Background: an optimization exercise with open tools, aiming at small area. Do not read the settings as production practice. Function was checked by simulation only, so behaviour that the tests miss may differ from the original. Power is estimated from default activity; no workload was simulated.

==> build 65: inputs <==
## fcb
module fcb (
    input  wire        CLK,
    input  wire        RST,
    input  wire [3:0]  COL_IN,
    input  wire        DATA_IN,
    output wire [3:0]  ROW_OUT,
    output wire        COL_PULL,
    output wire        DATA_OE,
    output wire        DATA_OUT,
    output wire        DATA_PU,
    output reg  [15:0] MOTOR_DUTY,
    output reg         MOTOR_WR,
    output wire        MOTOR_EN,
    output wire [52:0] DISP_WORD,
    output wire        DISP_WR,
    output wire        IL_TRIPPED,
    output wire [1:0]  SN_STATUS,
    output wire [4:0]  KEY_CODE
);
clock: 10.0 ns
lec_check: 0
cap_margin: 20
core_margin: 2
core_utilization: 60
slew_margin: 20
standard.sh (not shown) runs the stock make flow with config.mk's settings and CLKGATE_MAP_FILE= SYNTH_SCRIPT=/design/flow/synth_recipe.tcl, a recipe that flattens the netlist after the stock synthesis.
==> flow/flow/run.sh <==
#!/bin/bash
# Layout: the standard flow (standard.sh) with these changes:
#  - synthesis runs synth_recipe.tcl with flow/abc_override.tcl added after its
#    first line, so abc maps the logic with the area-oriented flow/area.abc, and
#    without ORFS's adder pre-mapping (ADDER_MAP_FILE empty);
#  - the port buffers are the smallest buffer cell;
#  - clock tree synthesis uses clkbuf_4 leaf buffers under a clkbuf_8 root and
#    inserts no dummy loads.
# Every tool's output is in the ORFS logs (orfs/logs/...) and in standard_make.log.
set -euo pipefail
W=$(pwd)
{ head -n 1 synth_recipe.tcl; cat flow/abc_override.tcl; tail -n +2 synth_recipe.tcl; } > own_synth.tcl
export OWN_ABC_SCRIPT=$W/flow/area.abc
bash standard.sh SYNTH_SCRIPT=$W/own_synth.tcl ADDER_MAP_FILE= \
  "BUFFER_PORTS_ARGS=-buffer_cell sky130_fd_sc_hd__buf_1" \
  "CTS_ARGS=-sink_clustering_enable -repair_clock_nets -buf_list sky130_fd_sc_hd__clkbuf_4 -root_buf sky130_fd_sc_hd__clkbuf_8 -dont_use_dummy_load" \
  finish > standard_make.log 2>&1
==> flow/flow/abc_override.tcl <==
# Map the logic with flow/area.abc instead of the script ORFS picks. Only the
# abc step changes: registers are inferred and mapped as in the standard synthesis.
proc abc {args} {
  set i [lsearch -exact $args -script]
  if { $i >= 0 } { lset args [expr {$i + 1}] $::env(OWN_ABC_SCRIPT) }
  yosys abc {*}$args
}
==> flow/flow/area.abc <==
strash
ifraig
scorr
dc2
strash
&get -n
&deepsyn -J 200 -T 300
&dc2
&put
dch -f
amap
strash
dch -f
amap
==> trial 82: changes against build 65 <==
--- a/flow/design.v
+++ b/flow/design.v
@@ -114,16 +114,15 @@
     output wire        data_oe,
     output wire        data_out,
     output reg         il_tripped,
     output reg  [1:0]  sn_status,
     output wire [52:0] disp_word,
     output reg         disp_wr,
     output wire        duty_we,
-    output wire [2:0]  duty_val,
-    output wire        fresh          
+    output wire [2:0]  duty_val
 );
     localparam [3:0] B_START     = 4'd0,
                      S_RATE      = 4'd1,
                      S_HIGH      = 4'd2,
                      S_LOW       = 4'd3,
                      S_CAP       = 4'd4,
                      S_DEC       = 4'd5,
@@ -136,15 +135,15 @@
     localparam [1:0] M_UNSET = 2'd0, M_NATURAL = 2'd2, M_SLEEP = 2'd3;
     reg [3:0]  state;
     reg [1:0]  bg_md;
     reg [2:0]  bg_spd;
     reg [10:0] tmr;
     reg [10:0] cnt;
     wire       rd_valid;
-    reg [1:0]  tcls;
+    reg [2:0]  ge;          
     reg [31:0] frame;       
     reg [7:0]  ck;          
     reg [2:0]  d_spd;
     reg [1:0]  d_md;
     reg [1:0]  d_thr;
     reg        d_valid;
     reg [31:0] d_rd;
@@ -183,25 +182,24 @@
         ck_add[0] = ck_pos[0] & cx;
         for (k = 1; k < 8; k = k + 1)
             ck_add[k] = (ck_pos[k] & cx) | (ck_add[k-1] & ck[k-1]);
     end
     reg ge_sel;
     always @(*) begin
         case (cs_thr)
-            2'd0:    ge_sel = (tcls == 2'd3);        
-            2'd1:    ge_sel = (tcls != 2'd0);        
-            default: ge_sel = tcls[1];               
+            2'd0:    ge_sel = ge[0];
+            2'd1:    ge_sel = ge[1];
+            default: ge_sel = ge[2];
         endcase
     end
     wire trip = !rd_valid || ge_sel;
     assign data_oe  = (state == S_HIGH) || (state == S_LOW);
     assign rd_valid = d_valid || (sn_status == 2'd1);
     assign data_out = (state == S_HIGH) ||
                       ((state == B_START || state == S_RATE) && sn_status == 2'd0);
-    assign fresh    = (state == B_START) && (sn_status == 2'd0);
     assign duty_we = ((state == B_INTERLOCK) && trip) ||
                      ((state == B_PATTERN) && (cs_mode == bg_md) && (bg_md != M_UNSET)) ||
                      ((state == B_OFF) && (cs_mode == bg_md));
     assign duty_val = (state == B_PATTERN) ? bg_spd : 3'd0;
     wire data_changed = (data_in != cnt[0]);
     reg disp_we, disp_warn;
     always @(*) begin
@@ -301,17 +299,17 @@
                     end
                 end
                 S_DEC: begin
                     if (cnt != 11'd47) begin
                         sn_status <= 2'd2;               
                     end else if (ck == 8'd0) begin
                         cnt       <= 11'd1999;
-                        tcls      <= (temp_int >= 9'd100) ? 2'd3 :
-                                     (temp_int >= 9'd40)  ? 2'd2 :
-                                     (temp_int >= 9'd30)  ? 2'd1 : 2'd0;
+                        ge[0]     <= (temp_int >= 9'd100);
+                        ge[1]     <= (temp_int >= 9'd30);
+                        ge[2]     <= (temp_int >= 9'd40);
                         sn_status <= 2'd1;               
                     end else begin
                         sn_status <= 2'd3;               
                     end
                     state <= B_INTERLOCK;
                 end
                 B_INTERLOCK: begin
@@ -363,25 +361,25 @@
     output wire [3:0]  ROW_OUT,
     output wire        COL_PULL,
     output wire        DATA_OE,
     output wire        DATA_OUT,
     output wire        DATA_PU,
     output reg  [15:0] MOTOR_DUTY,
     output reg         MOTOR_WR,
-    output wire        MOTOR_EN,
+    output reg         MOTOR_EN,
     output wire [52:0] DISP_WORD,
     output wire        DISP_WR,
     output wire        IL_TRIPPED,
     output wire [1:0]  SN_STATUS,
     output wire [4:0]  KEY_CODE
 );
     wire [2:0] cs_speed;
     wire [1:0] cs_mode;
     wire [1:0] cs_thr;
-    wire       fg_duty_we, bg_duty_we, bg_fresh;
+    wire       fg_duty_we, bg_duty_we;
     wire [2:0] fg_duty, bg_duty;
     reg  [2:0] duty;
     fcb_fg u_fg (
         .clk        (CLK),
         .rst        (RST),
         .col_in     (COL_IN),
         .il_tripped (IL_TRIPPED),
@@ -403,34 +401,34 @@
         .data_oe    (DATA_OE),
         .data_out   (DATA_OUT),
         .il_tripped (IL_TRIPPED),
         .sn_status  (SN_STATUS),
         .disp_word  (DISP_WORD),
         .disp_wr    (DISP_WR),
         .duty_we    (bg_duty_we),
-        .duty_val   (bg_duty),
-        .fresh      (bg_fresh)
+        .duty_val   (bg_duty)
     );
     assign COL_PULL = 1'b1;
     assign DATA_PU  = ~DATA_OE;
-    assign MOTOR_EN = ~bg_fresh;
     always @(*) begin
         casez (duty)
             3'b000:  MOTOR_DUTY = 16'd0;
             3'b001:  MOTOR_DUTY = 16'd19660;
             3'b010:  MOTOR_DUTY = 16'd39321;
             3'b011:  MOTOR_DUTY = 16'd52428;
             default: MOTOR_DUTY = 16'd65535;
         endcase
     end
     always @(posedge CLK) begin
         if (RST) begin
             duty     <= 3'd0;
             MOTOR_WR <= 1'b0;
+            MOTOR_EN <= 1'b0;
         end else begin
+            MOTOR_EN <= 1'b1;
             MOTOR_WR <= bg_duty_we | fg_duty_we;
             if (bg_duty_we)
                 duty <= bg_duty;
             else if (fg_duty_we)
                 duty <= fg_duty;
         end
     end
==> flow/flow/run.sh (replaced) <==
#!/bin/bash
# Layout: the standard flow (standard.sh) with these changes:
#  - synthesis runs synth_recipe.tcl with flow/abc_override.tcl added after its
#    first line, so abc maps the logic with the area-oriented flow/area.abc, and
#    without ORFS's adder pre-mapping (ADDER_MAP_FILE empty);
#  - the port buffers are the smallest buffer cell;
#  - clock tree synthesis inserts no dummy loads.
# Every tool's output is in the ORFS logs (orfs/logs/...) and in standard_make.log.
set -euo pipefail
W=$(pwd)
{ head -n 1 synth_recipe.tcl; cat flow/abc_override.tcl; tail -n +2 synth_recipe.tcl; } > own_synth.tcl
export OWN_ABC_SCRIPT=$W/flow/area.abc
bash standard.sh SYNTH_SCRIPT=$W/own_synth.tcl ADDER_MAP_FILE= \
  "BUFFER_PORTS_ARGS=-buffer_cell sky130_fd_sc_hd__buf_1" \
  "CTS_ARGS=-sink_clustering_enable -repair_clock_nets -buf_list sky130_fd_sc_hd__clkbuf_8 -dont_use_dummy_load" \
  finish > standard_make.log 2>&1
==> flow/flow/area.abc (replaced) <==
strash
ifraig
scorr
dc2
strash
&get -n
&deepsyn -T 60
&put
dch -f
amap
==> flow/config.mk (replaced) <==
export PLATFORM = sky130hd
export DESIGN_NAME = fcb
export DESIGN_NICKNAME = fcb
export VERILOG_FILES = /design/flow/design.v
export SDC_FILE = /design/flow/constraint.sdc
export NUM_CORES = 4
export LEC_CHECK = 0
export CAP_MARGIN = 20
export CORE_MARGIN = 2
export CORE_UTILIZATION = 40
export CTS_BUF_LIST = sky130_fd_sc_hd__clkbuf_8
export SLEW_MARGIN = 20
==> summary.txt <==
| item | build 65 | trial 82 |
|---|---|---|
| Share of layout cells above drive strength 1 | 0.0323 | 0.0319 |
| Worst-case vdd ir drop | 0.136 mV | 0.0742 mV |
| Share of the final layout cell area in multi-input gates | 0.339 | 0.326 |
| Sequential cell fraction of total power | 0.598 | 0.542 |
| Pwr Total | 0.00114 W | 0.00130 W |
| Num Clock Sinks | 141 | 143 |
| Placement row count | 36 | 45 |
| Dpl hpwl | 9.60 mm | 9.84 mm |
| Reg2reg path depth | 27 | 21 |
| Final weighted congestion in routability-driven placement | 0.887 | 0.872 |
| Area inside the core boundary | 9730 µm² | 15000 µm² |
| Clock buf/inv share | 0.0206 | 0.0345 |
| Run status | finished clean | finished clean |
| Register Area | 3360 µm² | 3410 µm² |

## separate check: timing with driven ports
The flow's constraints put no driver on any port. The routed layouts listed below were extracted and timed again, unchanged, in two steps. Step 1, drivers: a clkbuf_16 drives CLK and a buf_2 each remaining input, both assumed. Step 2 also shifts input and output timing later by t, the mid clock arrival at the registers, as if the neighbouring blocks saw the same clock. Slacks: ideal / step 1 / step 2; pairs: ideal / step 1.
| run | t, ns | setup slack, ns | latest minus earliest clock arrival (ns) | slew at the worst register clock pin (ns) | worst slew at a driven data input, ns |
|---|---|---|---|---|---|
| build 65 | 0.426 | 4.663 / 4.667 / 4.241 | 0.041 / 0.041 | 0.12 / 0.12 | 0.03 |
| trial 82 | 0.464 | 5.354 / 5.371 / 4.907 | 0.032 / 0.031 | 0.08 / 0.08 | 0.03 |
After both steps every run listed still meets setup and hold. For trial 82, which loses most, drivers alone change the setup slack by +0.017 ns; drivers and shift together by -0.447 ns.
